From an optimization exercise on the open Yosys and OpenROAD flow, aimed at small area and a short achievable clock period; shortcuts taken in it are not production practice. Function was checked by simulation only, so behaviour that the tests miss may differ from the original. Power is estimated from default activity; no workload was simulated.

--- design/flow/flow/run.sh ---
#!/bin/bash
set -o pipefail
export BUFFER_PORTS_ARGS="-buffer_cell sky130_fd_sc_hd__buf_1"
bash standard.sh SETUP_SLACK_MARGIN=6 finish > standard.log 2>&1
--- design/flow/standard.sh ---
#!/bin/bash
# synth_recipe.tcl (not shown) runs the flow's synth.tcl, then flattens the netlist and writes it again
# the make line also repeats each setting of config.mk as NAME=value (left out here)
make -C /OpenROAD-flow-scripts/flow DESIGN_CONFIG=/design/flow/config.mk WORK_HOME=/design/flow/orfs CLKGATE_MAP_FILE= SYNTH_SCRIPT=/design/flow/synth_recipe.tcl "${@:-finish}"
--- design/flow/config.mk ---
export PLATFORM = sky130hd
export DESIGN_NAME = cps_core
export DESIGN_NICKNAME = cps_core
export VERILOG_FILES = /design/flow/design.v
export SDC_FILE = /design/flow/constraint.sdc
export NUM_CORES = 4
export LEC_CHECK = 0
export CAP_MARGIN = 20
export CORE_MARGIN = 2
export CORE_UTILIZATION = 60
export CTS_CLUSTER_DIAMETER = 80
export CTS_CLUSTER_SIZE = 24
export SLEW_MARGIN = 20
--- design/flow/constraint.sdc ---
create_clock -name core_clock -period 9.0 [get_ports {clk}]
set_input_delay 1.8000 -clock core_clock [delete_from_list [all_inputs] [get_ports {clk}]]
set_output_delay 1.8000 -clock core_clock [all_outputs]
set_load 0.01 [all_outputs]
--- design/flow/design.v ---
module cps_hd (
    input  wire [63:0] w,
    input  wire        a_prod,
    input  wire [4:0]  a_rd,
    input  wire        b_prod,
    input  wire [4:0]  b_rd,
    input  wire        c_prod,
    input  wire [4:0]  c_rd,
    output wire [5:0]  m
);
    wire [2:0] op    = w[2:0];
    wire       s1_v  = (op <= 3'd5) && w[17];
    wire       s2_v  = (op <= 3'd5) && (op != 3'd2) && w[23];
    wire [4:0] s1    = w[16:12];
    wire [4:0] s2    = w[22:18];
    assign m[0] = s1_v && a_prod && (a_rd == s1);
    assign m[1] = s1_v && b_prod && (b_rd == s1);
    assign m[2] = s1_v && c_prod && (c_rd == s1);
    assign m[3] = s2_v && a_prod && (a_rd == s2);
    assign m[4] = s2_v && b_prod && (b_rd == s2);
    assign m[5] = s2_v && c_prod && (c_rd == s2);
endmodule
module cps_tgt (
    input  wire [5:0] a,
    input  wire [5:0] b,
    output wire [5:0] s,
    output wire [7:0] s_lo,     
    output wire [7:0] s_hi      
);
    wire [3:0] lo = {1'b0, a[2:0]} + {1'b0, b[2:0]};
    wire       c3 = lo[3];
    wire [2:0] hi0 = a[5:3] + b[5:3];
    wire [2:0] hi1 = a[5:3] + b[5:3] + 3'd1;
    assign s = {c3 ? hi1 : hi0, lo[2:0]};
    wire [7:0]  bl = 8'd1 << b[2:0];
    wire [7:0]  bh = 8'd1 << b[5:3];
    wire [15:0] rl = {bl, bl} << a[2:0];
    wire [15:0] rh = {bh, bh} << a[5:3];
    wire [7:0]  h0 = rh[15:8];
    assign s_lo = rl[15:8];
    assign s_hi = c3 ? {h0[6:0], h0[7]} : h0;
endmodule
module cps_lt8 (
    input  wire [7:0] a,
    input  wire [7:0] b,
    output wire       lt
);
    wire [7:0] ua = {~a[7], a[6:0]};
    wire [7:0] ub = {~b[7], b[6:0]};
    wire [7:0] l1 = ~ua & ub;
    wire [7:0] e1 = ~(ua ^ ub);
    wire [3:0] l2, e2;
    genvar i;
    generate
        for (i = 0; i < 4; i = i + 1) begin : g2
            assign l2[i] = l1[2*i+1] | (e1[2*i+1] & l1[2*i]);
            assign e2[i] = e1[2*i+1] & e1[2*i];
        end
    endgenerate
    wire l3a = l2[3] | (e2[3] & l2[2]);
    wire e3a = e2[3] & e2[2];
    wire l3b = l2[1] | (e2[1] & l2[0]);
    assign lt = l3a | (e3a & l3b);
endmodule
module cps_inc32 (
    input  wire [31:0] q,
    input  wire        en,
    output wire [31:0] s
);
    wire [7:0] g = {&q[31:28], &q[27:24], &q[23:20], &q[19:16],
                    &q[15:12], &q[11:8],  &q[7:4],   &q[3:0]};
    wire [7:0] gp;
    assign gp[0] = en;
    assign gp[1] = gp[0] & g[0];
    assign gp[2] = gp[1] & g[1];
    assign gp[3] = gp[2] & g[2];
    assign gp[4] = gp[3] & g[3];
    assign gp[5] = gp[4] & g[4];
    assign gp[6] = gp[5] & g[5];
    assign gp[7] = gp[6] & g[6];
    wire [31:0] in_g = {&q[30:28], &q[29:28], q[28], 1'b1,
                        &q[26:24], &q[25:24], q[24], 1'b1,
                        &q[22:20], &q[21:20], q[20], 1'b1,
                        &q[18:16], &q[17:16], q[16], 1'b1,
                        &q[14:12], &q[13:12], q[12], 1'b1,
                        &q[10:8],  &q[9:8],   q[8],  1'b1,
                        &q[6:4],   &q[5:4],   q[4],  1'b1,
                        &q[2:0],   &q[1:0],   q[0],  1'b1};
    assign s = q ^ (in_g & {{4{gp[7]}}, {4{gp[6]}}, {4{gp[5]}}, {4{gp[4]}},
                            {4{gp[3]}}, {4{gp[2]}}, {4{gp[1]}}, {4{gp[0]}}});
endmodule
module cps_bpu #(
    parameter PA_W = 6
) (
    input  wire            clk,
    input  wire            bp_rst,
    input  wire            we,
    input  wire [PA_W-1:0] wa,
    input  wire [4:0]      wd,
    input  wire [7:0]      ra_lo,   
    input  wire [7:0]      ra_hi,   
    output wire [4:0]      rd,      
    output reg             pend,
    output reg  [PA_W-1:0] pend_a,
    output reg  [4:0]      pend_d
);
    localparam NENT = 1 << PA_W;
    localparam [4:0] E_RST = 5'b01_01_0;
    reg [5*NENT-1:0] tabv;    
    always @(posedge clk) begin
        pend   <= we;
        pend_a <= wa;
        pend_d <= wd;
    end
    always @(posedge clk) begin
        if (bp_rst)
            tabv <= {NENT{E_RST}};
        else if (pend)
            tabv[5*pend_a +: 5] <= pend_d;
    end
    wire [39:0] grp;
    genvar h, l;
    generate
        for (h = 0; h < 8; h = h + 1) begin : g_grp
            wire [39:0] sel;
            for (l = 0; l < 8; l = l + 1) begin : g_sel
                assign sel[5*l +: 5] = {5{ra_lo[l]}} & tabv[5*(8*h+l) +: 5];
            end
            assign grp[5*h +: 5] = sel[4:0] | sel[9:5] | sel[14:10] | sel[19:15] |
                                   sel[24:20] | sel[29:25] | sel[34:30] | sel[39:35];
        end
    endgenerate
    wire [39:0] gsel = {{5{ra_hi[7]}}, {5{ra_hi[6]}}, {5{ra_hi[5]}}, {5{ra_hi[4]}},
                        {5{ra_hi[3]}}, {5{ra_hi[2]}}, {5{ra_hi[1]}}, {5{ra_hi[0]}}} & grp;
    assign rd = gsel[4:0] | gsel[9:5] | gsel[14:10] | gsel[19:15] |
                gsel[24:20] | gsel[29:25] | gsel[34:30] | gsel[39:35];
endmodule
module cps_core #(
    parameter PA_W  = 6,
    parameter CNT_W = 32
) (
    input  wire             clk,
    input  wire             rst,
    input  wire             bp_rst,
    input  wire             cfg_fwd_en,
    input  wire             cfg_bp_en,
    input  wire [2:0]       cfg_bp_kind,
    input  wire [PA_W:0]    cfg_prog_len,
    output wire [PA_W-1:0]  rom_addr,
    output wire             rom_en,
    input  wire [63:0]      rom_data,
    output wire             running,
    output wire             halted,
    output wire [CNT_W-1:0] m_cycles,
    output wire [CNT_W-1:0] m_retired,
    output wire [CNT_W-1:0] m_raw_stalls,
    output wire [CNT_W-1:0] m_control_stalls,
    output wire [CNT_W-1:0] m_bp_predictions,
    output wire [CNT_W-1:0] m_bp_mispredictions,
    output wire [CNT_W-1:0] bp_calls,
    output wire [CNT_W-1:0] t_calls1,
    output wire [CNT_W-1:0] t_calls2,
    output wire             rec_valid,
    output wire [20:0]      rec_if,
    output wire [20:0]      rec_id,
    output wire [20:0]      rec_ex,
    output wire [20:0]      rec_mem,
    output wire [20:0]      rec_wb,
    output wire             hz_stall,
    output wire [1:0]       fwd_sel1,
    output wire [1:0]       fwd_sel2
);
    localparam K_EMPTY = 2'd0, K_INSTR = 2'd1, K_STALL = 2'd2, K_FLUSH = 2'd3;
    localparam OP_LOAD = 3'd2, OP_BEQ = 3'd4, OP_BNE = 3'd5, OP_NOP = 3'd6, OP_HALT = 3'd7;
    reg          fwd_q, bpen_q, k1_q, k2_q, k3_q, k4_q;
    reg [PA_W:0] len_q;
    always @(posedge clk) begin
        fwd_q  <= cfg_fwd_en;
        bpen_q <= cfg_bp_en;
        k1_q   <= (cfg_bp_kind == 3'd1);
        k2_q   <= (cfg_bp_kind == 3'd2);
        k3_q   <= (cfg_bp_kind == 3'd3);
        k4_q   <= (cfg_bp_kind == 3'd4);
        len_q  <= cfg_prog_len;
    end
    reg             halted_q, running_q, recv_q;
    reg [1:0]       flush_q;
    reg [PA_W-1:0]  pc_q;           
    reg             pcok_q;         
    reg [PA_W-1:0]  ra_q;           
    reg [7:0]       ra_lo, ra_hi;   
    reg             re_q;           
    reg [PA_W-1:0]  ra_o;           
    reg             re_o;           
    reg             hz_o, halted_o;
    reg             hz_q;
    reg [1:0]       fs1_q, fs2_q;
    reg [1:0]  if_kind;  reg [2:0] if_op;  reg [15:0] if_id;
    reg        if_prod;  reg [4:0] if_rd;  reg        if_ld;
    reg        if_br;    reg       if_act;
    reg [PA_W-1:0] if_tgt;  reg    if_tok;   
    reg [PA_W-1:0] if_pos;
    reg [4:0]  if_e;                          
    reg [5:0]  if_m;                          
    reg [1:0]  id_kind;  reg [2:0] id_op;  reg [15:0] id_id;
    reg        id_prod;  reg [4:0] id_rd;
    reg        id_br;    reg       id_misp;  reg id_act;
    reg [PA_W-1:0] id_corr; reg    id_cok;    
    reg [PA_W-1:0] id_pos;
    reg [4:0]  id_e;                          
    reg        id_q1, id_q2;                  
    reg [1:0]  ex_kind;  reg [2:0] ex_op;  reg [15:0] ex_id;
    reg        ex_prod;  reg [4:0] ex_rd;
    reg [1:0]  mw_kind;  reg [2:0] mw_op;  reg [15:0] mw_id;
    reg [1:0]  wb_kind;  reg [2:0] wb_op;  reg [15:0] wb_id;
    reg [CNT_W-1:0] cyc_q, ret_q, raw_q, ctl_q, bpp_q, bpm_q, calls_q;
    reg [CNT_W-1:0] tc_q;    
    wire exec     = !rst && !halted_q;
    wire flushing = (flush_q != 2'd0);
    wire suppress = flushing || hz_q;
    wire fetched  = re_q;
    wire misp     = id_misp;
    wire mw_halt = (mw_kind == K_INSTR) && (mw_op == OP_HALT);
    wire mw_ret  = (mw_kind == K_INSTR) && (mw_op != OP_HALT) && (mw_op != OP_NOP);
    wire ex_halt = (ex_kind == K_INSTR) && (ex_op == OP_HALT);
    function pred_of(input [4:0] e, input k1, input k2, input k3, input k4);
        pred_of = k1 | (k2 & e[0]) | (k3 & e[2]) | (k4 & (e[4] ? e[2] : e[0]));
    endfunction
    wire pred_req = !suppress && if_br && bpen_q;
    wire upd      = id_br && bpen_q;
    wire same     = pred_req && (if_pos == id_pos);
    wire q1       = same ? if_e[0] : id_q1;
    wire q2       = same ? if_e[2] : id_q2;
    wire [1:0] tb = id_e[2:1];
    wire [1:0] ch = id_e[4:3];
    wire [1:0] tb_n = id_act ? ((tb == 2'd3) ? 2'd3 : tb + 2'd1)
                             : ((tb == 2'd0) ? 2'd0 : tb - 2'd1);
    wire [1:0] ch_n = (q1 == q2) ? ch :
                      (q2 == id_act) ? ((ch == 2'd3) ? 2'd3 : ch + 2'd1)
                                     : ((ch == 2'd0) ? 2'd0 : ch - 2'd1);
    wire [4:0] e_new = {k4_q ? ch_n : ch, (k3_q | k4_q) ? tb_n : tb,
                        (k2_q | k4_q) ? id_act : id_e[0]};
    wire [4:0]      e_t;
    wire            pend;
    wire [PA_W-1:0] pend_a;
    wire [4:0]      pend_d;
    cps_bpu #(.PA_W(PA_W)) u_bpu (
        .clk(clk), .bp_rst(bp_rst), .we(exec && upd), .wa(id_pos), .wd(e_new),
        .ra_lo(ra_lo), .ra_hi(ra_hi), .rd(e_t),
        .pend(pend), .pend_a(pend_a), .pend_d(pend_d)
    );
    wire fix_f = upd && (id_pos == ra_q);
    wire hit_f = pend && (pend_a == ra_q);
    wire [4:0] e_f_fix = fix_f ? e_new : hit_f ? pend_d : e_t;
    wire [4:0] if_e_fix = (upd && id_pos == if_pos) ? e_new : if_e;
    wire [2:0]  w_op   = rom_data[2:0];
    wire        w_prod = (w_op <= OP_LOAD) && rom_data[11];
    wire        w_ld   = (w_op == OP_LOAD) && rom_data[11];
    wire        w_br   = (w_op == OP_BEQ) || (w_op == OP_BNE);
    wire [15:0] w_imm  = rom_data[47:32];
    wire [PA_W:0]   f1    = {1'b0, ra_q} + 1'b1;           
    wire            f1_ok = (f1 < len_q);
    wire [PA_W-1:0] w_tgt;
    wire [7:0]      w_tgt_lo, w_tgt_hi;
    cps_tgt u_tgt (.a(f1[PA_W-1:0]), .b(w_imm[PA_W-1:0]), .s(w_tgt),
                   .s_lo(w_tgt_lo), .s_hi(w_tgt_hi));
    wire [7:0] lo8 = {2'b11, ~ra_q};                  
    wire [7:0] hi8 = {1'b0, len_q} + {2'b11, ~ra_q};  
    wire       imm_small = (w_imm[15:7] == 9'd0) || (w_imm[15:7] == 9'h1ff);
    wire       ge_lo_n, lt_hi;
    cps_lt8 u_lo (.a(w_imm[7:0]), .b(lo8), .lt(ge_lo_n));
    cps_lt8 u_hi (.a(w_imm[7:0]), .b(hi8), .lt(lt_hi));
    wire       ge_lo = !ge_lo_n;
    wire            w_tok = imm_small && ge_lo && lt_hi;
    wire            p_f_fix = fix_f ? pred_of(e_new, k1_q, k2_q, k3_q, k4_q) :
                              hit_f ? pred_of(pend_d, k1_q, k2_q, k3_q, k4_q) :
                                      pred_of(e_t, k1_q, k2_q, k3_q, k4_q);
    wire            w_pt  = w_br && bpen_q && p_f_fix;
    wire [5:0] w_m;
    cps_hd u_hd (
        .w(rom_data),
        .a_prod(if_prod), .a_rd(if_rd),
        .b_prod(id_prod), .b_rd(id_rd),
        .c_prod(ex_prod), .c_rd(ex_rd),
        .m(w_m)
    );
    reg [5:0] n_m;
    always @(*) begin
        if (misp)          n_m = 6'd0;
        else if (fetched)  n_m = w_m;
        else if (suppress) n_m = {if_m[4:3], 1'b0, if_m[1:0], 1'b0};
        else               n_m = 6'd0;
    end
    wire n_hz = fwd_q ? ((n_m[0] | n_m[3]) & if_ld) : (|n_m);
    wire [1:0] n_fs1 = !fwd_q ? 2'd0 : n_m[0] ? 2'd1 : n_m[1] ? 2'd2 : n_m[2] ? 2'd3 : 2'd0;
    wire [1:0] n_fs2 = !fwd_q ? 2'd0 : n_m[3] ? 2'd1 : n_m[4] ? 2'd2 : n_m[5] ? 2'd3 : 2'd0;
    wire if_pt  = if_br && bpen_q && pred_of(if_e_fix, k1_q, k2_q, k3_q, k4_q);
    wire hold_t = suppress && if_pt;
    wire [PA_W-1:0] n_ra_c = hold_t ? if_tgt : pc_q;
    wire [PA_W-1:0] n_ra = fetched ? (w_pt ? w_tgt : f1[PA_W-1:0]) : n_ra_c;
    wire [7:0] n_lo = fetched ? (w_pt ? w_tgt_lo : (8'd1 << f1[2:0]))
                              : (8'd1 << n_ra_c[2:0]);
    wire [7:0] n_hi = fetched ? (w_pt ? w_tgt_hi : (8'd1 << f1[5:3]))
                              : (8'd1 << n_ra_c[5:3]);
    wire n_aok = fetched ? (w_pt ? w_tok : f1_ok) : (hold_t ? if_tok : pcok_q);
    wire n_re  = !misp && (flush_q != 2'd2) && !n_hz && n_aok && !ex_halt && !mw_halt;
    wire if_pred  = bpen_q && pred_of(if_e, k1_q, k2_q, k3_q, k4_q);
    wire n_misp   = if_br && (if_pred != if_act);
    always @(posedge clk) begin
        if (fetched) begin
            if_op  <= w_op;
            if_id  <= rom_data[63:48];
            if_rd  <= rom_data[10:6];
            if_act <= w_imm[15];
            if_tgt <= w_tgt;
            if_tok <= w_tok;
            if_pos <= ra_q;
        end
        if_e    <= fetched ? e_f_fix : if_e_fix;
        id_op   <= if_op;
        id_id   <= if_id;
        id_rd   <= if_rd;
        id_act  <= if_act;
        id_corr <= if_act ? if_tgt : pc_q;
        id_cok  <= if_act ? if_tok : pcok_q;
        id_pos  <= if_pos;
        id_e    <= if_e_fix;
        id_q1   <= if_e[0];
        id_q2   <= if_e[2];
        ex_op <= id_op;  ex_id <= id_id;  ex_rd <= id_rd;
        mw_op <= ex_op;  mw_id <= ex_id;
        wb_kind <= mw_kind;  wb_op <= mw_op;  wb_id <= mw_id;
    end
    always @(posedge clk) begin
        if (rst) begin
            flush_q   <= 2'd0;
            pc_q      <= {PA_W{1'b0}};
            pcok_q    <= (cfg_prog_len != 0);
            ra_q      <= {PA_W{1'b0}};
            ra_lo     <= 8'd1;
            ra_hi     <= 8'd1;
            ra_o      <= {PA_W{1'b0}};
            re_q      <= (cfg_prog_len != 0);
            hz_q      <= 1'b0;
            hz_o      <= 1'b0;
            fs1_q     <= 2'd0;
            fs2_q     <= 2'd0;
            if_kind   <= K_EMPTY;
            if_prod   <= 1'b0;
            if_ld     <= 1'b0;
            if_br     <= 1'b0;
            if_m      <= 6'd0;
            id_kind   <= K_EMPTY;
            id_prod   <= 1'b0;
            id_br     <= 1'b0;
            id_misp   <= 1'b0;
            ex_kind   <= K_EMPTY;
            ex_prod   <= 1'b0;
            mw_kind   <= K_EMPTY;
        end else begin
            flush_q   <= misp ? 2'd2 : flushing ? flush_q - 2'd1 : 2'd0;
            if (misp) begin
                pc_q   <= id_corr;
                pcok_q <= id_cok;
            end else if (fetched) begin
                pc_q   <= f1[PA_W-1:0];
                pcok_q <= f1_ok;
            end
            ra_q  <= n_ra;
            ra_lo <= n_lo;
            ra_hi <= n_hi;
            hz_q  <= n_hz;
            re_q  <= n_re;
            if (!halted_q) begin
                ra_o <= n_ra;
                hz_o <= n_hz;
            end
            fs1_q <= n_fs1;
            fs2_q <= n_fs2;
            if_m <= n_m;
            if (misp) begin
                if_kind <= K_FLUSH;
                if_prod <= 1'b0;
                if_ld   <= 1'b0;
                if_br   <= 1'b0;
            end else if (fetched) begin
                if_kind <= K_INSTR;
                if_prod <= w_prod;
                if_ld   <= w_ld;
                if_br   <= w_br;
            end else if (!suppress) begin
                if_kind <= K_EMPTY;
                if_prod <= 1'b0;
                if_ld   <= 1'b0;
                if_br   <= 1'b0;
            end
            id_kind <= flushing ? K_FLUSH : hz_q ? K_STALL : if_kind;
            id_prod <= !suppress && if_prod;
            id_br   <= !suppress && if_br;
            id_misp <= !suppress && n_misp;
            ex_kind <= id_kind;
            ex_prod <= id_prod;
            mw_kind <= ex_kind;
        end
    end
    wire [CNT_W-1:0] cyc_q_inc;
    cps_inc32 u_cyc_inc (.q(cyc_q), .en(!halted_q), .s(cyc_q_inc));
    wire [CNT_W-1:0] ret_q_inc;
    cps_inc32 u_ret_inc (.q(ret_q), .en(!halted_q && mw_ret), .s(ret_q_inc));
    wire [CNT_W-1:0] raw_q_inc;
    cps_inc32 u_raw_inc (.q(raw_q), .en(!halted_q && !flushing && hz_q), .s(raw_q_inc));
    wire [CNT_W-1:0] ctl_q_inc;
    cps_inc32 u_ctl_inc (.q(ctl_q), .en(!halted_q && flushing), .s(ctl_q_inc));
    wire [CNT_W-1:0] bpp_q_inc;
    cps_inc32 u_bpp_inc (.q(bpp_q), .en(!halted_q && id_br), .s(bpp_q_inc));
    wire [CNT_W-1:0] bpm_q_inc;
    cps_inc32 u_bpm_inc (.q(bpm_q), .en(!halted_q && misp), .s(bpm_q_inc));
    wire [CNT_W-1:0] calls_q_inc;
    cps_inc32 u_calls_inc (.q(calls_q), .en(!halted_q && pred_req), .s(calls_q_inc));
    wire run = !halted_q;
    always @(posedge clk) begin
        if (rst) begin
            halted_q  <= 1'b0;
            halted_o  <= 1'b0;
            running_q <= 1'b1;
            recv_q    <= 1'b0;
            re_o      <= (cfg_prog_len != 0);
            cyc_q     <= {CNT_W{1'b0}};
            ret_q     <= {CNT_W{1'b0}};
            raw_q     <= {CNT_W{1'b0}};
            ctl_q     <= {CNT_W{1'b0}};
            bpp_q     <= {CNT_W{1'b0}};
            bpm_q     <= {CNT_W{1'b0}};
        end else begin
            halted_q  <= halted_q | mw_halt;
            halted_o  <= halted_o | mw_halt;
            running_q <= running_q & !mw_halt;
            recv_q    <= run;
            re_o      <= run && n_re;
            cyc_q <= cyc_q_inc;
            ret_q <= ret_q_inc;
            raw_q <= raw_q_inc;
            ctl_q <= ctl_q_inc;
            bpp_q <= bpp_q_inc;
            bpm_q <= bpm_q_inc;
        end
    end
    always @(posedge clk) begin
        if (bp_rst) begin
            calls_q <= {CNT_W{1'b0}};
            tc_q    <= {CNT_W{1'b0}};
        end else if (!rst) begin
            calls_q <= calls_q_inc;
            tc_q    <= calls_q_inc & {CNT_W{k4_q}};
        end
    end
    assign rom_addr = ra_o;
    assign rom_en   = re_o;
    assign halted   = halted_o;
    assign running  = running_q;
    assign m_cycles            = cyc_q;
    assign m_retired           = ret_q;
    assign m_raw_stalls        = raw_q;
    assign m_control_stalls    = ctl_q;
    assign m_bp_predictions    = bpp_q;
    assign m_bp_mispredictions = bpm_q;
    assign bp_calls            = calls_q;
    assign t_calls1            = tc_q;
    assign t_calls2            = t_calls1;
    assign rec_valid = recv_q;
    assign rec_if    = {if_kind, if_op, if_id};
    assign rec_id    = {id_kind, id_op, id_id};
    assign rec_ex    = {ex_kind, ex_op, ex_id};
    assign rec_mem   = {mw_kind, mw_op, mw_id};
    assign rec_wb    = {wb_kind, wb_op, wb_id};
    assign hz_stall = hz_o;
    assign fwd_sel1 = fs1_q;
    assign fwd_sel2 = fs2_q;
endmodule
==> impl_metrics.toml, run 1 <==
[run_status]
outcome = "complete, no violations"

[synth]
ys_types = 92
ys.flop_type = "dfxtp_1"
yosysTopAreaCell = "dfxtp_1"
async_flop_share_pct = 0
yosys_warnings = 2
synth_top_area_share_pct = 45.2
yosys-top-cells-area = "dfxtp_1, nor2_1, a22oi_1, xnor2_1, ha_1"
synthCells = 3711
avgSynthCellArea_um2 = 9.33
postSynthNetCount = 3889
ys_seq_area_share_pct = 48.6
synth-edff-count = 39
ys_ff_latch = 821
syn_area_um2 = 34600

[clocking]
h-tree-depth = 2
clk_path_buf_depth = 3
cts_made_buffers = 42
cts_sinks = 821
clk_latency_ns = 0.63
clkSlewWorstSetupHoldPaths_ns = 0.10
postCtsHoldBufs = 0
cts_tree = "built"
cts-root-buf = "clkbuf_16"

[timing]
period_share_pct = 36.9
setup_viol_count_final = 0
finClkSkew_ns = 0.0318
worst_pin_slew_ns = 1.10
fmax_mhz = 301
tns_ns = 0
rsz0062_at_grt = "true"
setup_slack_ns = 5.68
maxSlewHeadroom_pct = 26.6
slew_viol_final = 0
finalCriticalPeriod_ns = 3.32
hold_violations = 0

[cells_and_area]
final_core_util_pct = 72.5
nNetsFinal = 4355
drive_gt1_share_pct = 20.8
layout.cells.most_common = "dfxtp_1"
area_delta_synth_final_pct = 20.2
mostFrequentLayoutCells = "dfxtp_1, nor2_1, buf_1"
num_antenna_cells = 0

[flow_run]
cap_violations = 0

[die]
dieHeight_um = 244
placement_rows = 88
die_area_um2 = 59700
initial_core_util_pct = 60.4
fp.coreArea_um2 = 57400
num_io_pins = 487
die_w_um = 244

[detailed_routing]
via_per_inst = 6.26
wl_met2_um = 52700
drc = 0
avgRoutedWirePerCell_um = 22.7
wl_met1_um = 43600
postRouteAntennaNets = 0
top_layer = "met4"
wl_met3_um = 10300
wl_um = 112000
drt_iter0_markers = 3571
vias = 31057
firstDrtPassIters = 6

[critical_path]
crit_type = "in2reg"
startpoint_type = "input pin"
r2r_start = "ra_lo[0]"
crit_path_start = "rom_data[33]"
crit_required_ns = 9.50
crit_fanout = 3
r2r-end = "ra_o[5]"
critPathSlowestCell = "a311o_1"
endpoint_kind = "flop"
reg2reg_slack_ns = 5.76
r2r_cells = 12
arrival_ns = 3.82
critical_path.cell_chain = "buf_12 > buf_6 > buf_8 > ha_4 > a21o_1 > a21oi_4 > xnor2_2 > o21a_1 > o21ai_1 > o21ai_2 > o211ai_1 > a311o_1"
cpPeakStageDelay_ns = 0.38

[pwr]
pwr-share-clk_pct = 30.1
power_density_nw_per_um2 = 170
swShare_pct = 28.7
p_seq_share_pct = 54.7
p_comb_share_pct = 15.1
switchingPower_mw = 2.03
power_leakage_nw = 16.2
power_mw = 7.07
vdd_drop_max_v = 0.000212
p_int_mw = 5.04

[placement]
port_buffers = 475
dp_hpwl_um = 71700
preCtsSetupSlack_ns = 4.20
gp_congestion = 0.986

[global_route]
antenna_found_initial = 0
grt_max_degree = 104
overflow = 0
grtUsageTotal_pct = 35.3
grt_pass1_vias = 29293
grt_pass1_wl_um = 167000

[worst_hold_path]
min_path_type = "reg2reg"
hold_path_end = "wb_id[13]"
min_from = "mw_id[13]"
hold_depth = 0
[worst max path at each step]
stage / to / slack [ns] / cells past startpoint
3_5_place_dp: re_q / 4.20 / 12
4_1_cts: re_q / 5.59 / 13
2_1_floorplan: re_q / 5.23 / 12
6_report: ra_hi[0] / 5.68 / 12
3_3_place_gp: re_q / 4.32 / 12
5_1_grt: re_q / 5.60 / 13
[critical path: cells and delay by family]
family / cells / cell delay, ns
adders and majority gates: 1 / 0.19
xor gates and xnor gates: 1 / 0.15
AOI/OAI and AO/OA: 7 / 1.35
buffers and inverters: 3 / 0.33
[per-layer routing]
layer	up-vias	track usage (%)
met5	-	0
met4	0	16.5
met2	1650	57.8
met1	14939	45.3
met3	390	6.16
li1	14078	-
[synthesized netlist by cell type (all sizes together) (4+ instances only)]
master	n
a211o	57
a211oi	8
a21o	12
a21oi	99
a221o	11
a22oi	259
a31oi	14
a32oi	98
and2	32
and3	59
and4	17
buf	65
clkbuf	194
dfxtp	782
edfxtp	39
ha	96
inv	94
mux2	24
mux2i	58
nand2	264
nand2b	14
nand3	98
nand3b	6
nand4	77
nand4b	9
nor2	565
nor2b	98
nor3	48
nor3b	8
nor4	23
o211ai	61
o21a	11
o21ai	57
o22ai	6
o311ai	4
o31ai	8
o32ai	10
o41ai	6
or3	18
xnor2	162
xor2	91
[logic make-up after synthesis]
kind of cell / after synthesis / synth area share [%]
multiplexers: 82 / 2.48
AND/OR/NAND/NOR: 1348 / 18.5
XOR/XNOR: 254 / 6.46
flip-flops: 821 / 48.6
buffers and inverters: 355 / 4.27
AO/OA/AOI/OAI: 751 / 16.0
adder cells (fa/ha/maj): 100 / 3.67
[power by group through the flow]
stage | registers, mW | clock network [mW] | logic, mW
6_report | 3.87 | 2.13 | 1.07
5_1_grt | 3.88 | 2.28 | 1.12
3_5_place_dp | 3.95 | 0 | 0.791
2_1_floorplan | 3.93 | 0 | 0.517
4_1_cts | 3.87 | 2.15 | 0.947
3_3_place_gp | 3.94 | 0 | 0.776
[through the flow]
step                      cell area, um2  hold WS (ns)  std cells
final                              41600         0.353       4965
after CTS                          40400         0.347       4908
after global placement             36800         0.332       4735
after floorplan                    34900         0.369       3711
after global routing               41600         0.355       4965
after detailed placement           36800         0.336       4735
[cell type report]
cell class / instances / area [um2]
multi-input combinational: 2542 / 17700
timing repair buffer: 674 / 4200
inverter: 96 / 382
sequential: 821 / 17100
clock inverter: 13 / 115
clock buffer: 54 / 1110
tap: 765 / 957
fill: 4334 / 15800
[sequential cells by signal, indices dropped and copies added, names as in the netlist, 32 cells and up]
register	count
tc_q	32
cyc_q	32
ctl_q	32
bpp_q	32
ret_q	32
raw_q	32
calls_q	32
u_bpu.tabv	320
bpm_q	32
[repair_timing]
| item | 4_1_cts | 5_1_grt |
|---|---|---|
| setup buffers | 92 | 53 |
| cloned | 14 | 4 |
| gates resized for setup | 533 | 213 |
| endpoints found under the setup margin | 758 | 479 |
| pin swaps | 79 | 82 |
==> run 2, diff against run 1 <==
==> design/flow/flow/run.sh (replaced) <==
#!/bin/bash
set -o pipefail
export BUFFER_PORTS_ARGS="-buffer_cell sky130_fd_sc_hd__buf_1"
bash standard.sh SETUP_SLACK_MARGIN=6.5 finish > standard.log 2>&1
==> run 2 against run 1 <==
  * The run now fails in global routing (5_1_grt)
  * Synthesized cell count did not move
  * Area after synthesis unchanged
==> impl_metrics.toml, run 2 <==
[placement]
port_buffers = 475
dp_hpwl_um = 73500
gp_congestion = 0.998
preCtsSetupSlack_ns = 4.25
dp.cells = 4735
placed_cell_area_um2 = 37200

[synth]
syn_area_um2 = 34600
ys.flop_type = "dfxtp_1"
synthCells = 3711
ys_types = 92
postSynthNetCount = 3889
synthTopCellsByCount = "dfxtp_1, nor2_1, nand2_1"
yosys_warnings = 2
yosysTopAreaCell = "dfxtp_1"
yosys-top-cells-area = "dfxtp_1, nor2_1, a22oi_1, xnor2_1, ha_1"
avgSynthCellArea_um2 = 9.33
synth-edff-count = 39
async_flop_share_pct = 0
yosysMostFrequentCell = "dfxtp_1"
synth_top_area_share_pct = 45.2
ys_seq_area_share_pct = 48.6
ys_ff_latch = 821

[timing]
worst_endpoint = "re_q$_DFF_P_/D"
worst_path_end_type = "register data pin"

[run_status]
failed_stage = "global routing (5_1_grt)"
outcome = "stopped before the end"
stop_error = "[ERROR GRT-0232] Routing congestion too high. Check the congestion heatmap in the GUI."

[clocking]
postCtsHoldBufs = 0
cts_made_buffers = 42
clk_path_buf_depth = 3
h-tree-depth = 2
cts-root-buf = "clkbuf_16"
cts_sinks = 821

[global_route]
overflow = 78
grt_max_degree = 97
grtUsageTotal_pct = 71.5

[die]
dieHeight_um = 244
placement_rows = 88
die_w_um = 244
initial_core_util_pct = 60.4
num_io_pins = 487
[run 2: cell counts after synthesis]
Identical to the previous run, type by type.
[run 2: logic make-up after synthesis]
group	share of synthesized area, %
compound gates	16.0
xor+xnor	6.46
fa+ha+maj	3.67
buf+inv	4.27
flops	48.6
mux	2.48
simple gates	18.5
[run 2: how the worst min path moves through the flow]
stage                     cells after the start  slack, ns      start        end
after floorplan                               0       0.37  if_pos[0]  id_pos[0]
after global placement                        0       0.33   id_op[0]   ex_op[0]
after detailed placement                      0       0.33   id_id[8]   ex_id[8]
after CTS                                     0       0.36   id_id[9]   ex_id[9]
[run 2: metal layers]
metal,GRT overflow,global-route usage [%]
met1,0,70.0
met4,43,74.4
met5,0,22.9
met3,3,52.1
met2,32,91.7
[run 2: power groups by stage]
| stage | registers, mW | logic, mW | clock network (mW) |
|---|---|---|---|
| detailed placement | 3.95 | 0.807 | 0 |
| global placement | 3.95 | 0.789 | 0 |
| CTS | 3.87 | 1.07 | 2.21 |
| floorplan | 3.93 | 0.547 | 0 |
[run 2: timing repair]
item,CTS
buffers inserted,416
pin swaps,178
gates cloned,20
resized for setup,1694
endpoints found under the setup margin,1005
==> run 3, diff against run 2 <==
==> design/flow/flow/run.sh (replaced) <==
#!/bin/bash
set -o pipefail
export BUFFER_PORTS_ARGS="-buffer_cell sky130_fd_sc_hd__buf_1"
bash standard.sh SETUP_SLACK_MARGIN=5.5 finish > standard.log 2>&1
==> run 3 against run 2 <==
  * Now clean on timing, DRC and antenna
  * Area after synthesis unchanged
  * Synthesized cell count unchanged
==> impl_metrics.toml, run 3 <==
[detailed_routing]
drc = 0
via_per_inst = 6.17
postRouteAntennaNets = 0
wl_um = 103000
avgRoutedWirePerCell_um = 21.3
vias = 29827
drt_iter0_markers = 2983
firstDrtPassIters = 6

[cells_and_area]
mostFrequentLayoutCells = "dfxtp_1, nor2_1, buf_1"
max_flop_register = "u_bpu.tabv"
nNetsFinal = 4222
num_antenna_cells = 0
regArea_um2 = 16800
drive_gt1_share_pct = 5.92
area_delta_synth_final_pct = 11.3
largest_register_ffs = 320
layout.cells.most_common = "dfxtp_1"
multiInputGateArea_um2 = 16700
fillers = 4737

[clocking]
cts_tree = "built"
clk_latency_ns = 0.63
clkSlewWorstSetupHoldPaths_ns = 0.10
h-tree-depth = 2
cts_made_buffers = 43
cts_sinks = 821
cts-root-buf = "clkbuf_16"
clk_path_buf_depth = 3

[worst_hold_path]
min_path_type = "reg2reg"
hold_depth = 0
hold_path_end = "ex_op[0]"
min_from = "id_op[0]"

[critical_path]
critical_path.cell_chain = "buf_4 > a22oi_1 > nand4_1 > a22oi_1 > and4_1 > mux2i_1 > a211oi_2 > buf_4 > nor2_4 > buf_12 > mux2_2 > o32ai_1"
reg2reg_slack_ns = 5.55
arrival_ns = 3.96
r2r_cells = 12
crit_required_ns = 9.51
crit_fanout = 40
critPathSlowestCell = "a22oi_1"
cpPeakStageDelay_ns = 0.41
r2r-end = "ra_hi[5]"
startpoint_type = "flop"
endpoint_kind = "flop"
r2r_start = "ra_lo[4]"
crit_type = "reg2reg"

[die]
num_io_pins = 487
fp.coreArea_um2 = 57400
die_area_um2 = 59700
initial_core_util_pct = 60.4
dieHeight_um = 244
die_w_um = 244
placement_rows = 88

[synth]
yosys-top-cells-area = "dfxtp_1, nor2_1, a22oi_1, xnor2_1, ha_1"
postSynthNetCount = 3889
yosysTopAreaCell = "dfxtp_1"
ys.flop_type = "dfxtp_1"
ys_types = 92
ys_seq_area_share_pct = 48.6
synth_top_family_by_area = "simple AND/OR/NAND/NOR gates"
synth-simple-area-share_pct = 18.5
syn_area_um2 = 34600
synthCells = 3711
synthAdderAreaFrac_pct = 3.67
synth_top_area_share_pct = 45.2
synthTopCellsByCount = "dfxtp_1, nor2_1, nand2_1"
yosys_warnings = 2
ys_ff_latch = 821
synth-xor-area-share_pct = 6.46
synth.mux.area_fraction_pct = 2.48
avgSynthCellArea_um2 = 9.33
synth-edff-count = 39
synth_compound_area_share_pct = 16.0
async_flop_share_pct = 0
yosysMostFrequentCell = "dfxtp_1"

[timing]
hold_violations = 0
worst_pin_slew_ns = 1.11
tns_ns = 0
finClkSkew_ns = 0.0322
slew_viol_final = 0
rsz0062_at_grt = "true"
fmax_mhz = 290
maxSlewHeadroom_pct = 25.8
finalCriticalPeriod_ns = 3.45
setup_viol_count_final = 0
whs_ns = 0.349
period_share_pct = 38.4

[global_route]
overflow = 0
grt_max_degree = 190
antenna_found_initial = 1
grt_pass1_wl_um = 159000
grt_pass1_vias = 28306
grtUsageTotal_pct = 33.3

[flow_run]
cap_violations = 0

[pwr]
p_seq_share_pct = 55.9
swShare_pct = 28.1
power_leakage_nw = 14.2
p_comb_share_pct = 12.2
vdd_drop_max_v = 0.000144
switchingPower_mw = 1.94
power_density_nw_per_um2 = 179
power_mw = 6.91
p_int_mw = 4.97
pwr-share-clk_pct = 31.9

[run_status]
outcome = "complete, no violations"

[placement]
dp_hpwl_um = 70400
gp_congestion = 0.969
port_buffers = 475
==> run 3: logic make-up after synthesis <==
group | Yosys count
compound gates | 751
xor+xnor | 254
fa+ha+maj | 100
buf+inv | 355
flops | 821
mux | 82
simple gates | 1348
==> run 3: layer usage <==
metal  wire length, um  GRT usage (%)  vias to the layer above
li1                  -              -                    13763
met1             42200           44.1                    14364
met2             47600           53.8                     1406
met3              8480           4.77                      294
met4              4860           15.7                        0
met5                 0              0                        -
==> run 3: area by class of cell <==
class	instances	share of cell area (%)
Sequential cell	821	43.7
Multi-Input combinational cell	2537	43.3
Timing Repair Buffer	545	6.20
Clock buffer	56	2.94
Tap cell	765	2.48
Inverter	96	0.964
Clock inverter	15	0.435
==> run 3: worst max-delay path: cells and delay by family, from the launching register on <==
family	cells	cell delay (ns)
flip-flops	1	0.31
buffers and inverters	3	0.77
multiplexers	2	0.40
AND/OR/NAND/NOR	3	0.76
AO/OA/AOI/OAI	4	1.06
==> run 3: what timing repair did <==
item                       in CTS  in global routing
setup buffers                   6                 17
hold buffers                    0                  0
gates cloned                    1                  1
resized for setup              29                 38
pin swaps                       4                  9
setup endpoints to repair     198                214
==> run 3: worst max-delay path by stage <==
stage                    startpoint         endpoint  slack [ns]  depth (start not counted)
finish                     ra_lo[4]         ra_hi[5]        5.55                         12
floorplan              rom_data[33]             re_q        5.23                         12
global placement       rom_data[33]             re_q        4.25                         12
CTS                 u_bpu.pend_a[0]  u_bpu.tabv[210]        5.28                          9
global route           rom_data[34]             re_q        5.44                         12
detailed placement     rom_data[33]             re_q        4.24                         12
==> run 3: through the flow <==
stage / std cells / setup slack [ns] / utilization, % / area, um2
floorplan: 3711 / 5.23 / - / 34700
global placement: 4738 / 4.25 / 64.0 / 36700
CTS: 4816 / 5.28 / 66.6 / 38200
finish: 4835 / 5.55 / 67.2 / 38500
global route: 4835 / 5.44 / 67.2 / 38500
detailed placement: 4738 / 4.24 / 64.0 / 36700
==> run 3: power groups by stage <==
stage	clock network [mW]	registers (mW)	logic [mW]
2_1_floorplan	0	3.93	0.507
3_3_place_gp	0	3.94	0.776
3_5_place_dp	0	3.94	0.790
4_1_cts	2.23	3.86	0.802
5_1_grt	2.35	3.88	0.895
6_report	2.20	3.86	0.843
==> run 4, diff against run 3 <==
==> design/flow/flow/run.sh (replaced) <==
#!/bin/bash
set -o pipefail
export BUFFER_PORTS_ARGS="-buffer_cell sky130_fd_sc_hd__buf_1"
bash standard.sh SETUP_SLACK_MARGIN=5.2 finish > standard.log 2>&1
==> run 4 against run 3 <==
  * Core utilization shrank 0.65 points
  * Final cell count shrank 0.39%
  * Clock power is essentially flat
  * Still clean on timing, DRC and antenna
  * Die area is the same
  * Critical endpoint is now u_bpu.tabv[71]
  * Critical path depth shrank 4
  * Count of clock-buffer cells in the layout is the same
==> impl_metrics.toml, run 4 <==
[detailed_routing]
postRouteAntennaNets = 0
vias = 29782
drt_iter0_markers = 3242
firstDrtPassIters = 8
avgRoutedWirePerCell_um = 21.5
via_per_inst = 6.18
wl_um = 103000
drc = 0

[cells_and_area]
drive_gt1_share_pct = 4.96
largest_register_ffs = 320
mostFrequentLayoutCells = "dfxtp_1, nor2_1, buf_1"
max_flop_register = "u_bpu.tabv"
layout.cells.most_common = "dfxtp_1"
final_cell_area_um2 = 38200
fin_cells = 4816
area_delta_synth_final_pct = 10.2
nNetsFinal = 4205
num_antenna_cells = 0

[global_route]
grtUsageMet2_pct = 55.2
antenna_found_initial = 0
grt.busiest_layer = "met2"
met3_usage_pct = 4.97
grtUsageMet1_pct = 43.6
grt_max_degree = 102
grt_pass1_wl_um = 158000
grtUsageTotal_pct = 33.3
grt_pass1_vias = 28157
overflow = 0

[synth]
yosysMostFrequentCell = "dfxtp_1"
synth_top_area_share_pct = 45.2
yosys-top-cells-area = "dfxtp_1, nor2_1, a22oi_1, xnor2_1, ha_1"
synth-edff-count = 39
synthTopCellsByCount = "dfxtp_1, nor2_1, nand2_1"
postSynthNetCount = 3889
ys.flop_type = "dfxtp_1"
yosysTopAreaCell = "dfxtp_1"
async_flop_share_pct = 0
syn_area_um2 = 34600
ys_seq_area_share_pct = 48.6
ys_ff_latch = 821
synthCells = 3711
ys_types = 92
yosys_warnings = 2
avgSynthCellArea_um2 = 9.33

[critical_path]
r2r_start = "u_bpu.pend_a[0]"
r2r_cells = 8
cpPeakStageDelay_ns = 0.71
r2r-end = "u_bpu.tabv[71]"
crit_path_start = "u_bpu.pend_a[0]"
crit_required_ns = 9.51
critPathSlowestCell = "xnor2_1"
startpoint_type = "flop"
arrival_ns = 4.30
critical_path.cell_chain = "inv_1 > ha_1 > nor3b_1 > xnor2_1 > and3_1 > buf_4 > nand3_1 > a221o_1"
crit_type = "reg2reg"
reg2reg_slack_ns = 5.21
endpoint_kind = "flop"
crit_fanout = 45

[timing]
maxSlewHeadroom_pct = 27.1
setup_viol_count_final = 0
hold_violations = 0
finClkSkew_ns = 0.0246
slew_viol_final = 0
fmax_mhz = 264
period_share_pct = 42.1
worst_pin_slew_ns = 1.09
finalCriticalPeriod_ns = 3.79
setup_slack_ns = 5.21
tns_ns = 0
rsz0062_at_grt = "true"

[placement]
gp_congestion = 0.941
dp.cells = 4736
placed_cell_area_um2 = 36600
dp_hpwl_um = 70700
preCtsSetupSlack_ns = 4.30
port_buffers = 475

[pwr]
swShare_pct = 27.9
switchingPower_mw = 1.92
power_leakage_nw = 14.1
p_comb_share_pct = 12.0
p_seq_share_pct = 56.2
power_density_nw_per_um2 = 180
p_int_mw = 4.95
pwr-share-clk_pct = 31.9
vdd_drop_max_v = 0.000183

[flow_run]
cap_violations = 0

[clocking]
cts_sinks = 821
cts_tree = "built"
clk_path_buf_depth = 3
cts-root-buf = "clkbuf_16"
clkSlewWorstSetupHoldPaths_ns = 0.10
cts_made_buffers = 43
postCtsHoldBufs = 0
h-tree-depth = 2
clk_latency_ns = 0.63

[die]
die_area_um2 = 59700
fp.coreArea_um2 = 57400
dieHeight_um = 244
num_io_pins = 487
die_w_um = 244
initial_core_util_pct = 60.4
placement_rows = 88

[worst_hold_path]
hold_path_end = "mw_id[11]"
hold_depth = 0
min_path_type = "reg2reg"
min_from = "ex_id[11]"

[run_status]
outcome = "complete, no violations"
## run 4: power groups by stage
stage,Sequential (mW),Clock [mW],Combinational (mW)
2_1_floorplan,3.93,0,0.501
3_3_place_gp,3.93,0,0.770
3_5_place_dp,3.94,0,0.786
4_1_cts,3.86,2.21,0.790
5_1_grt,3.87,2.35,0.874
6_report,3.86,2.19,0.822
## run 4: kinds of logic (layout without fill, tap and decap cells)
kind of cell,count (synthesis),in the layout,share of synthesized area (%)
XOR/XNOR,254,254,6.46
AO/OA/AOI/OAI,751,751,16.0
flip-flops,821,821,48.6
adder cells (fa/ha/maj),100,100,3.67
multiplexers,82,82,2.48
AND/OR/NAND/NOR,1348,1349,18.5
buffers and inverters,355,694,4.27
## run 4: cell type report
class | count | area (um2)
clock buffers | 56 | 1130
flip-flops and latches | 821 | 16800
repair buffers | 529 | 2220
well taps | 765 | 957
inverters | 96 | 363
multi-input cells | 2536 | 16500
clock inverters | 13 | 161
fillers | 4794 | 19200
## run 4: timing repair
item	4_1_cts	5_1_grt
setup buffers	0	9
endpoints found under the setup margin	30	154
pin swaps	1	2
resized for setup	10	18
cloned	0	1
## run 4: worst max path at each step
stage / endpoint / slack [ns] / cells past startpoint
detailed placement: re_q / 4.30 / 12
global placement: re_q / 4.37 / 12
floorplan: re_q / 5.22 / 12
CTS: ra_hi[0] / 5.21 / 11
global route: u_bpu.tabv[71] / 5.06 / 8
finish: u_bpu.tabv[71] / 5.21 / 8
## run 4: through the flow
stage	util (%)	hold WS, ns	power [mW]
finish	66.5	0.351	6.87
global route	66.5	0.355	7.09
CTS	66.2	0.352	6.86
detailed placement	63.9	0.333	4.73
global placement	63.9	0.333	4.71
floorplan	-	0.369	4.43
## run 4: critical path, delay by kind of cell (launching register included)
| kind | cells | cell delay [ns] |
|---|---|---|
| xor gates and xnor gates | 1 | 0.71 |
| buffers and inverters | 2 | 0.62 |
| DFF | 1 | 0.68 |
| and+or+nand+nor | 3 | 0.83 |
| AOI/OAI and AO/OA | 1 | 0.44 |
| adders and majority gates | 1 | 0.38 |
## run 4: metal layers
metal / vias up / wire length [um]
li1: 13755 / -
met1: 14341 / 42000
met2: 1431 / 48300
met3: 255 / 8900
met4: 0 / 4240
met5: - / 0
==> run 5, diff against run 4 <==
==> design/flow/flow/run.sh (replaced) <==
#!/bin/bash
set -o pipefail
export BUFFER_PORTS_ARGS="-buffer_cell sky130_fd_sc_hd__buf_1"
bash standard.sh SETUP_SLACK_MARGIN=5.6 finish > standard.log 2>&1
==> run 5 against run 4 <==
  * Core utilization increased by 1.4 points
  * Sequential power about the same
  * Synthesized cell count unchanged
  * First-iteration DRC count increased by 0.86%
  * Combinational power increased by 5.1%
  * Clock power increased by 5%
  * Fmax increased by 11%
  * Die area unchanged
  * Via count increased by 1.0%
  * Clock skew decreased by 0.0011 ns
  * Count of clock-buffer cells in the layout unchanged
==> impl_metrics.toml, run 5 <==
[run_status]
outcome = "complete, no violations"

[synth]
synth-edff-count = 39
yosysMostFrequentCell = "dfxtp_1"
synthCells = 3711
postSynthNetCount = 3889
yosysTopAreaCell = "dfxtp_1"
ys.flop_type = "dfxtp_1"
synthTopCellsByCount = "dfxtp_1, nor2_1, nand2_1"
ys_types = 92
async_flop_share_pct = 0
syn_area_um2 = 34600
ys_seq_area_share_pct = 48.6
yosys_warnings = 2
synth_top_area_share_pct = 45.2
avgSynthCellArea_um2 = 9.33
ys_ff_latch = 821
yosys-top-cells-area = "dfxtp_1, nor2_1, a22oi_1, xnor2_1, ha_1"

[detailed_routing]
via_per_inst = 6.19
drt_iter0_markers = 3270
vias = 30086
avgRoutedWirePerCell_um = 21.6
firstDrtPassIters = 8
postRouteAntennaNets = 0
wl_um = 105000
drc = 0

[cells_and_area]
mostFrequentLayoutCells = "dfxtp_1, nor2_1, buf_1"
final_core_util_pct = 68.0
drive_gt1_share_pct = 7.11
max_flop_register = "u_bpu.tabv"
final_cell_area_um2 = 39000
largest_register_ffs = 320
nNetsFinal = 4247
layout.cells.most_common = "dfxtp_1"
fin_cells = 4860
area_delta_synth_final_pct = 12.6
num_antenna_cells = 0
fillers = 4639

[timing]
tns_ns = 0
maxSlewHeadroom_pct = 23.7
setup_viol_count_final = 0
whs_ns = 0.353
slew_viol_final = 0
finalCriticalPeriod_ns = 3.42
hold_violations = 0
finClkSkew_ns = 0.0235
period_share_pct = 38.0
rsz0062_at_grt = "true"
fmax_mhz = 292
worst_pin_slew_ns = 1.14
setup_slack_ns = 5.58

[critical_path]
critical_path.cell_chain = "buf_8 > inv_6 > ha_4 > a21o_1 > a21o_1 > a21o_1 > a21o_1 > a2111oi_4 > a31oi_1 > a221oi_2 > buf_4 > o41ai_4 > o41ai_1"
crit_fanout = 10
cpPeakStageDelay_ns = 0.28
crit_required_ns = 9.51
endpoint_kind = "flop"
crit_top_cell = "a21o_1"
critPathSlowestCell = "a2111oi_4"
r2r_cells = 14
crit_type = "in2reg"
arrival_ns = 3.93
startpoint_type = "input pin"

[placement]
port_buffers = 475
preCtsSetupSlack_ns = 4.23
dp_hpwl_um = 71500
dp.cells = 4738
placed_cell_area_um2 = 36700
gp_congestion = 0.956

[die]
dieHeight_um = 244
die_area_um2 = 59700
placement_rows = 88
num_io_pins = 487
initial_core_util_pct = 60.4
fp.coreArea_um2 = 57400
die_w_um = 244

[pwr]
power_mw = 7.02
vdd_drop_max_v = 0.000168
power_density_nw_per_um2 = 180
power_leakage_nw = 14.5

[global_route]
antenna_found_initial = 0
grt_pass1_wl_um = 161000
grt_pass1_vias = 28805
grt_max_degree = 109
grtUsageTotal_pct = 33.8
overflow = 0

[clocking]
cts_tree = "built"
cts_sinks = 821
clk_path_buf_depth = 3
h-tree-depth = 2
cts_made_buffers = 43
clk_latency_ns = 0.62
cts-root-buf = "clkbuf_16"
clkSlewWorstSetupHoldPaths_ns = 0.09

[worst_hold_path]
hold_depth = 0
min_path_type = "reg2reg"

[flow_run]
cap_violations = 0
## run 5: final timing paths
path / slack, ns / start / endpoint
worst min-delay path: 0.35 / mw_id[1] / wb_id[1]
worst min register to register: 0.35 / mw_id[1] / wb_id[1]
worst max-delay path: 5.58 / rom_data[33] / re_q
worst max register to register: 5.62 / ra_q[0] / re_q
## run 5: layer usage
layer	up-vias	track usage, %	part of all wire [%]
met4	0	14.2	4.3
li1	13841	-	-
met1	14449	43.9	40
met2	1524	56.0	47
met5	-	0	0
met3	272	5.47	8.5
## run 5: cell families after synthesis
logic type | after synthesis | synth area share [%]
xor gates and xnor gates | 254 | 6.46
DFF | 821 | 48.6
adders and majority gates | 100 | 3.67
buffers and inverters | 355 | 4.27
AOI/OAI and AO/OA | 751 | 16.0
and+or+nand+nor | 1348 | 18.5
muxes | 82 | 2.48
## run 5: area by class of cell
class                      instances  area [um2]  area share, %
timing repair buffer             571        2620           6.73
inverter                          96         374          0.959
tap                              765         957           2.45
multi-input combinational       2536       16800           43.1
clock buffer                      56        1170           2.99
sequential                       821       16800           43.2
clock inverter                    15         233          0.597
## run 5: timing repair
action,in CTS,in global routing
endpoints found under the hold margin,0,0
pin swaps,9,18
endpoints found under the setup margin,253,179
gates cloned,1,0
gates resized for setup,51,54
hold buffers,0,0
buffers inserted,19,30
## run 5: worst max-delay path, delay by kind of cell
family          cells  cell delay, ns
fa+ha+maj           1            0.18
compound gates      9            1.57
buf+inv             3            0.38
## run 5: report_power, final
group          total, mW  internal [mW]  switching, mW
Clock               2.29           1.06           1.24
Sequential          3.86           3.77         0.0960
Combinational      0.864          0.260          0.604
Total               7.02           5.08           1.94
==> run 6, diff against run 5 <==
==> design/flow/flow/run.sh (replaced) <==
#!/bin/bash
set -o pipefail
export BUFFER_PORTS_ARGS="-buffer_cell sky130_fd_sc_hd__buf_1"
bash standard.sh SETUP_SLACK_MARGIN=5.4 finish > standard.log 2>&1
==> run 6 against run 5 <==
  * Still clean
  * Non-clock buffer count decreased by 39
  * Combinational power decreased by 4.1%
  * Count of clock-buffer cells in the layout decreased by 3
  * Die area unchanged
  * Worst setup slack got worse by 0.21 ns
  * Critical path type is now reg2reg
  * Highest routed layer unchanged
==> impl_metrics.toml, run 6 <==
[run_status]
outcome = "complete, no violations"

[pwr]
power_mw = 6.84
power_density_nw_per_um2 = 179
vdd_drop_max_v = 0.000190
power_leakage_nw = 14.1

[cells_and_area]
area_delta_synth_final_pct = 10.5
num_antenna_cells = 0
max_flop_register = "u_bpu.tabv"
mostFrequentLayoutCells = "dfxtp_1, nor2_1, buf_1"
nNetsFinal = 4207
largest_register_ffs = 320
drive_gt1_share_pct = 5.28
layout.cells.most_common = "dfxtp_1"

[clocking]
cts_made_buffers = 42
clk_path_buf_depth = 3
clk_latency_ns = 0.63
clkSlewWorstSetupHoldPaths_ns = 0.09
cts_tree = "built"
cts_sinks = 821
cts-root-buf = "clkbuf_16"
h-tree-depth = 2

[die]
num_io_pins = 487
die_w_um = 244
die_area_um2 = 59700
placement_rows = 88
fp.coreArea_um2 = 57400
dieHeight_um = 244
initial_core_util_pct = 60.4

[synth]
synthCells = 3711
ys_types = 92
ys_ff_latch = 821
async_flop_share_pct = 0
synth-simple-area-share_pct = 18.5
synthTopCellsByCount = "dfxtp_1, nor2_1, nand2_1"
synth_top_family_by_area = "simple AND/OR/NAND/NOR gates"
avgSynthCellArea_um2 = 9.33
synth_compound_area_share_pct = 16.0
synth.mux.area_fraction_pct = 2.48
synth-edff-count = 39
synthAdderAreaFrac_pct = 3.67
yosysTopAreaCell = "dfxtp_1"
yosys_warnings = 2
yosysMostFrequentCell = "dfxtp_1"
ys_seq_area_share_pct = 48.6
postSynthNetCount = 3889
syn_area_um2 = 34600
yosys-top-cells-area = "dfxtp_1, nor2_1, a22oi_1, xnor2_1, ha_1"
synth_top_area_share_pct = 45.2
ys.flop_type = "dfxtp_1"
synth-xor-area-share_pct = 6.46

[critical_path]
r2r_start = "ra_lo[0]"
crit_path_start = "ra_lo[0]"
crit_required_ns = 9.46
r2r_cells = 10
startpoint_type = "flop"
arrival_ns = 4.08
reg2reg_slack_ns = 5.37
endpoint_kind = "flop"
crit_type = "reg2reg"
r2r-end = "ra_q[2]"
crit_end = "ra_q[2]"
crit_fanout = 40

[worst_hold_path]
min_path_type = "reg2reg"

[timing]
finalCriticalPeriod_ns = 3.63
worst_pin_slew_ns = 1.25
fmax_mhz = 276
maxSlewHeadroom_pct = 16.5
whs_ns = 0.354
period_share_pct = 40.3
tns_ns = 0
rsz0062_at_grt = "true"
setup_slack_ns = 5.37
hold_violations = 0
slew_viol_final = 0
setup_viol_count_final = 0
finClkSkew_ns = 0.0283

[global_route]
grt_max_degree = 108
grtUsageTotal_pct = 33.8
antenna_found_initial = 0
grt_pass1_wl_um = 161000
overflow = 0
grt_pass1_vias = 28627

[flow_run]
cap_violations = 0

[detailed_routing]
drt_iter0_markers = 3117
avgRoutedWirePerCell_um = 21.6
via_per_inst = 6.18
top_layer = "met4"
firstDrtPassIters = 7
postRouteAntennaNets = 0
wl_met1_um = 42100
vias = 29785
wl_um = 104000
drc = 0
wl_met2_um = 48700
wl_met3_um = 8850

[placement]
dp_hpwl_um = 71300
preCtsSetupSlack_ns = 4.33
gp_congestion = 0.953
port_buffers = 475
==> run 6: cell counts after synthesis <==
No cell type changed its count.
==> run 6: worst min path at each step <==
stage / from / end / depth (start not counted)
after floorplan: if_pos[0] / id_pos[0] / 0
after global placement: id_op[2] / ex_op[2] / 0
after detailed placement: ex_id[14] / mw_id[14] / 0
after CTS: id_id[13] / ex_id[13] / 0
after global routing: id_id[13] / ex_id[13] / 0
final: id_id[13] / ex_id[13] / 0
==> run 6: final cells by class <==
type / count / area [um2]
Inverter: 96 / 368
Timing Repair Buffer: 532 / 2240
Tap cell: 765 / 957
Clock inverter: 14 / 141
Clock buffer: 53 / 1110
Fill cell: 4779 / 19100
Multi-Input combinational cell: 2536 / 16600
Sequential cell: 821 / 16800
==> run 6: through the flow <==
stage	instances	utilization, %	cell area, um2
final	4817	66.7	38300
after global routing	4817	66.7	38300
after CTS	4806	66.3	38000
after detailed placement	4735	63.9	36700
after global placement	4735	63.9	36700
after floorplan	3711	-	34700
==> run 6: logic make-up after synthesis <==
| family | Yosys count |
|---|---|
| AOI/OAI and AO/OA | 751 |
| xor gates and xnor gates | 254 |
| adders and majority gates | 100 |
| buffers and inverters | 355 |
| DFF | 821 |
| muxes | 82 |
| and+or+nand+nor | 1348 |
==> run 6: critical path, stage by stage, from the launching register on <==
cell and delay (ns):
dfxtp_1 0.31, buf_4 0.31, a22oi_1 0.32, nand4_1 0.26, a22oi_1 0.36, and4_1 0.38
mux2i_1 0.24, a211oi_2 0.09, buf_4 0.24, o311ai_0 0.71, a21oi_1 0.22
==> run 6: what timing repair did <==
action / 4_1_cts / 5_1_grt
buffers inserted: 3 / 10
cloned: 1 / 0
pin swaps: 2 / 4
hold buffers: 0 / 0
gates resized for setup: 20 / 27
setup endpoints to repair: 80 / 176
==> run 6: layer usage <==
metal / up-vias / GRT usage, %
li1: 13752 / -
met1: 14326 / 44.5
met2: 1444 / 55.8
met3: 263 / 5.66
met4: 0 / 13.1
met5: - / 0
==> run 6: report_power, final <==
group	leakage (nW)	total [mW]	switching, mW	internal (mW)
registers	6.76	3.86	0.0985	3.77
logic	6.76	0.829	0.589	0.240
clock network	0.607	2.15	1.22	0.927
total	14.1	6.84	1.91	4.93
==> run 7, diff against run 6 <==
--- a/design/flow/design.v
+++ b/design/flow/design.v
@@ -29,3 +29,3 @@
 );
-    wire [3:0] lo = {1'b0, a[2:0]} + {1'b0, b[2:0]};
+    wire [3:0] lo = {1'b0, a[2:0]} + {1'b0, b[2:0]} + 4'd1;
     wire       c3 = lo[3];
@@ -36,3 +36,3 @@
     wire [7:0]  bh = 8'd1 << b[5:3];
-    wire [15:0] rl = {bl, bl} << a[2:0];
+    wire [15:0] rl = {bl[6:0], bl[7], bl[6:0], bl[7]} << a[2:0];
     wire [15:0] rh = {bh, bh} << a[5:3];
@@ -264,3 +264,3 @@
     wire [7:0]      w_tgt_lo, w_tgt_hi;
-    cps_tgt u_tgt (.a(f1[PA_W-1:0]), .b(w_imm[PA_W-1:0]), .s(w_tgt),
+    cps_tgt u_tgt (.a(ra_q), .b(w_imm[PA_W-1:0]), .s(w_tgt),
                    .s_lo(w_tgt_lo), .s_hi(w_tgt_hi));
@@ -300,5 +300,7 @@
     wire [PA_W-1:0] n_ra = fetched ? (w_pt ? w_tgt : f1[PA_W-1:0]) : n_ra_c;
-    wire [7:0] n_lo = fetched ? (w_pt ? w_tgt_lo : (8'd1 << f1[2:0]))
+    wire [7:0] f1_lo = {ra_lo[6:0], ra_lo[7]};
+    wire [7:0] f1_hi = ra_lo[7] ? {ra_hi[6:0], ra_hi[7]} : ra_hi;
+    wire [7:0] n_lo = fetched ? (w_pt ? w_tgt_lo : f1_lo)
                               : (8'd1 << n_ra_c[2:0]);
-    wire [7:0] n_hi = fetched ? (w_pt ? w_tgt_hi : (8'd1 << f1[5:3]))
+    wire [7:0] n_hi = fetched ? (w_pt ? w_tgt_hi : f1_hi)
                               : (8'd1 << n_ra_c[5:3]);
==> design/flow/flow/run.sh (replaced) <==
#!/bin/bash
set -o pipefail
export BUFFER_PORTS_ARGS="-buffer_cell sky130_fd_sc_hd__buf_1"
bash standard.sh SETUP_SLACK_MARGIN=6 finish > standard.log 2>&1
==> run 7 against run 6 <==
  * Die area is essentially flat
  * Worst hold slack lost 0.011 ns
  * Non-clock buffer count grew 83
  * Power grew 1.3%
  * Combinational power grew 13%
==> impl_metrics.toml, run 7 <==
[run_status]
outcome = "complete, no violations"

[clocking]
cts_made_buffers = 41
cts_tree = "built"
clkSlewWorstSetupHoldPaths_ns = 0.10
h-tree-depth = 2
postCtsHoldBufs = 0
clk_path_buf_depth = 3
cts_sinks = 821
clk_latency_ns = 0.63
cts-root-buf = "clkbuf_16"

[critical_path]
critical_path.cell_chain = "buf_12 > inv_6 > ha_4 > nor2b_1 > o21a_1 > or3_4 > buf_6 > or3_4 > o22ai_2 > nand3_1 > a311oi_1"
crit_type = "in2reg"
crit_required_ns = 9.53
endpoint_kind = "flop"
reg2reg_slack_ns = 5.76
startpoint_type = "input pin"
crit_top_cell = "or3_4"
arrival_ns = 3.94
critPathSlowestCell = "or3_4"
cpPeakStageDelay_ns = 0.39
crit_fanout = 6

[global_route]
grt_pass1_vias = 28421
grtUsageTotal_pct = 36.4
overflow = 0
grt_pass1_wl_um = 170000
antenna_found_initial = 0
grt_max_degree = 239

[die]
die_area_um2 = 59700
initial_core_util_pct = 60.4
fp.coreArea_um2 = 57400
num_io_pins = 487
die_w_um = 244
dieHeight_um = 244
placement_rows = 88

[synth]
syn_area_um2 = 34700
yosys-top-cells-area = "dfxtp_1, nor2_1, a22oi_1, xnor2_1, edfxtp_1"
ys_seq_area_share_pct = 48.5
synth_top_area_share_pct = 45.2
synthCells = 3655
yosysTopAreaCell = "dfxtp_1"
ys_types = 90
synthTopCellsByCount = "dfxtp_1, nor2_1, a22oi_1"
avgSynthCellArea_um2 = 9.49
yosysMostFrequentCell = "dfxtp_1"
async_flop_share_pct = 0
yosys_warnings = 2
postSynthNetCount = 3829
synth-edff-count = 39
ys.flop_type = "dfxtp_1"
ys_ff_latch = 821

[timing]
finClkSkew_ns = 0.0309
tns_ns = 0
period_share_pct = 37.9
maxSlewHeadroom_pct = 14.8
worst_pin_slew_ns = 1.28
slew_viol_final = 0
setup_viol_count_final = 0
rsz0062_at_grt = "true"
fmax_mhz = 293
finalCriticalPeriod_ns = 3.41
hold_violations = 0

[flow_run]
cap_violations = 0

[cells_and_area]
area_delta_synth_final_pct = 17.6
mostFrequentLayoutCells = "dfxtp_1, nor2_1, a22oi_1"
num_antenna_cells = 0
nNetsFinal = 4228
largest_register_ffs = 320
fin_cells = 4838
max_flop_register = "u_bpu.tabv"
drive_gt1_share_pct = 20.5
fillers = 4412
layout.cells.most_common = "dfxtp_1"

[worst_hold_path]
min_path_type = "reg2reg"

[detailed_routing]
drt_iter0_markers = 3135
postRouteAntennaNets = 0
via_per_inst = 6.29
drc = 0
avgRoutedWirePerCell_um = 23.8
wl_um = 115000
firstDrtPassIters = 6
vias = 30433

[placement]
gp_congestion = 0.941
port_buffers = 475
dp.cells = 4662
dp_hpwl_um = 74500

[pwr]
power_density_nw_per_um2 = 170
power_leakage_nw = 15.9
vdd_drop_max_v = 0.000165
==> run 7: cell types whose count changed after synthesis, moves of 25 or more <==
cell / before / now
clkbuf_1: 194 / 160
nand2_1: 264 / 210
nor2_1: 562 / 587
o211ai_1: 60 / 31
==> run 7: repair_timing <==
| item | CTS | global route |
|---|---|---|
| resized for setup | 511 | 228 |
| setup endpoints to repair | 752 | 455 |
| cloned | 13 | 2 |
| pin swaps | 46 | 69 |
| setup buffers | 50 | 48 |
==> run 7: worst paths after layout <==
path / cells after the start / start / end
min: 0 / id_id[12] / ex_id[12]
max: 11 / rom_data[33] / ra_hi[6]
min reg2reg: 0 / id_id[12] / ex_id[12]
max reg2reg: 14 / ra_lo[2] / ra_lo[2]
==> run 7: stage by stage <==
step	setup WS, ns	hold WS (ns)	instance area (um2)	utilization [%]	total power [mW]
floorplan	5.08	0.329	34800	-	4.41
global placement	4.35	0.333	36600	63.8	4.69
detailed placement	4.31	0.337	36600	63.8	4.71
CTS	5.66	0.350	39700	69.2	6.85
global route	5.56	0.354	40800	71.1	7.12
finish	5.59	0.343	40800	71.1	6.93
==> run 7: logic make-up after synthesis <==
group	Yosys count	share of synthesized area [%]
buffers and inverters	360	4.48
muxes	91	2.74
and+or+nand+nor	1289	18.0
DFF	821	48.5
adders and majority gates	97	3.55
xor gates and xnor gates	253	6.39
AOI/OAI and AO/OA	744	16.3
==> run 7: power breakdown <==
part | total, mW | switching, mW | internal [mW]
Sequential | 3.87 | 0.115 | 3.76
Clock | 2.12 | 1.22 | 0.900
Combinational | 0.940 | 0.641 | 0.299
==> run 7: area by class of cell <==
type	count	area, um2	area share, %
clock inverter	6	60.1	0.147
clock buffer	56	1130	2.78
multi-input combinational	2480	17300	42.5
tap	765	957	2.35
inverter	95	372	0.911
sequential	821	17100	42.0
timing repair buffer	615	3790	9.30
==> run 7: critical path: cells and delay by family <==
family / cells / cell delay (ns)
AOI/OAI and AO/OA: 3 / 0.69
and+or+nand+nor: 4 / 0.98
adders and majority gates: 1 / 0.19
buffers and inverters: 3 / 0.30
==> run 7: metal layers <==
| layer | wire [um] | vias up | track usage (%) |
|---|---|---|---|
| met1 | 45700 | 14745 | 46.8 |
| met5 | 0 | - | 0 |
| met4 | 6120 | 0 | 17.8 |
| li1 | - | 13757 | - |
| met2 | 53600 | 1581 | 59.9 |
| met3 | 9650 | 350 | 5.77 |

## re-timing with driven ports
Ports are ideal in the flow. The routed layouts listed here were re-timed in OpenROAD.
Step 1 (the two cells are an assumption about what drives the block):
set clk [get_ports {clk}]
set_driving_cell -lib_cell sky130_fd_sc_hd__clkbuf_16 $clk
set_driving_cell -lib_cell sky130_fd_sc_hd__buf_2 [delete_from_list [all_inputs] $clk]
Step 2 moves the port delays by t, midway between the first and last clock arrival at a register: inputs arrive t later, outputs are due t later. That takes back most of the time a late clock gives input paths.
Three values: ideal, step 1, step 2; two values: the first two.
run | t (ns) | setup slack, ns | hold WS [ns] | worst register clock-pin slew, ns | pins driven straight from the clock port
run 1 | 0.683 | 5.680 / 5.697 / 5.014 | 0.353 / 0.353 / 0.353 | 0.10 / 0.10 | 1
run 3 | 0.686 | 5.547 / 5.547 / 4.892 | 0.349 / 0.349 / 0.349 | 0.10 / 0.10 | 1
run 4 | 0.678 | 5.214 / 5.214 / 4.689 | 0.351 / 0.351 / 0.351 | 0.10 / 0.10 | 1
run 5 | 0.673 | 5.580 / 5.587 / 4.914 | 0.353 / 0.353 / 0.353 | 0.10 / 0.10 | 1
run 6 | 0.680 | 5.374 / 5.374 / 4.853 | 0.354 / 0.354 / 0.354 | 0.10 / 0.10 | 1
run 7 | 0.685 | 5.586 / 5.563 / 4.877 | 0.343 / 0.343 / 0.343 | 0.10 / 0.10 | 1
After both steps setup and hold are still met in every run listed. The setup slack of run 7, which loses most, moves by -0.023 ns with the drivers and by -0.709 ns with both steps.
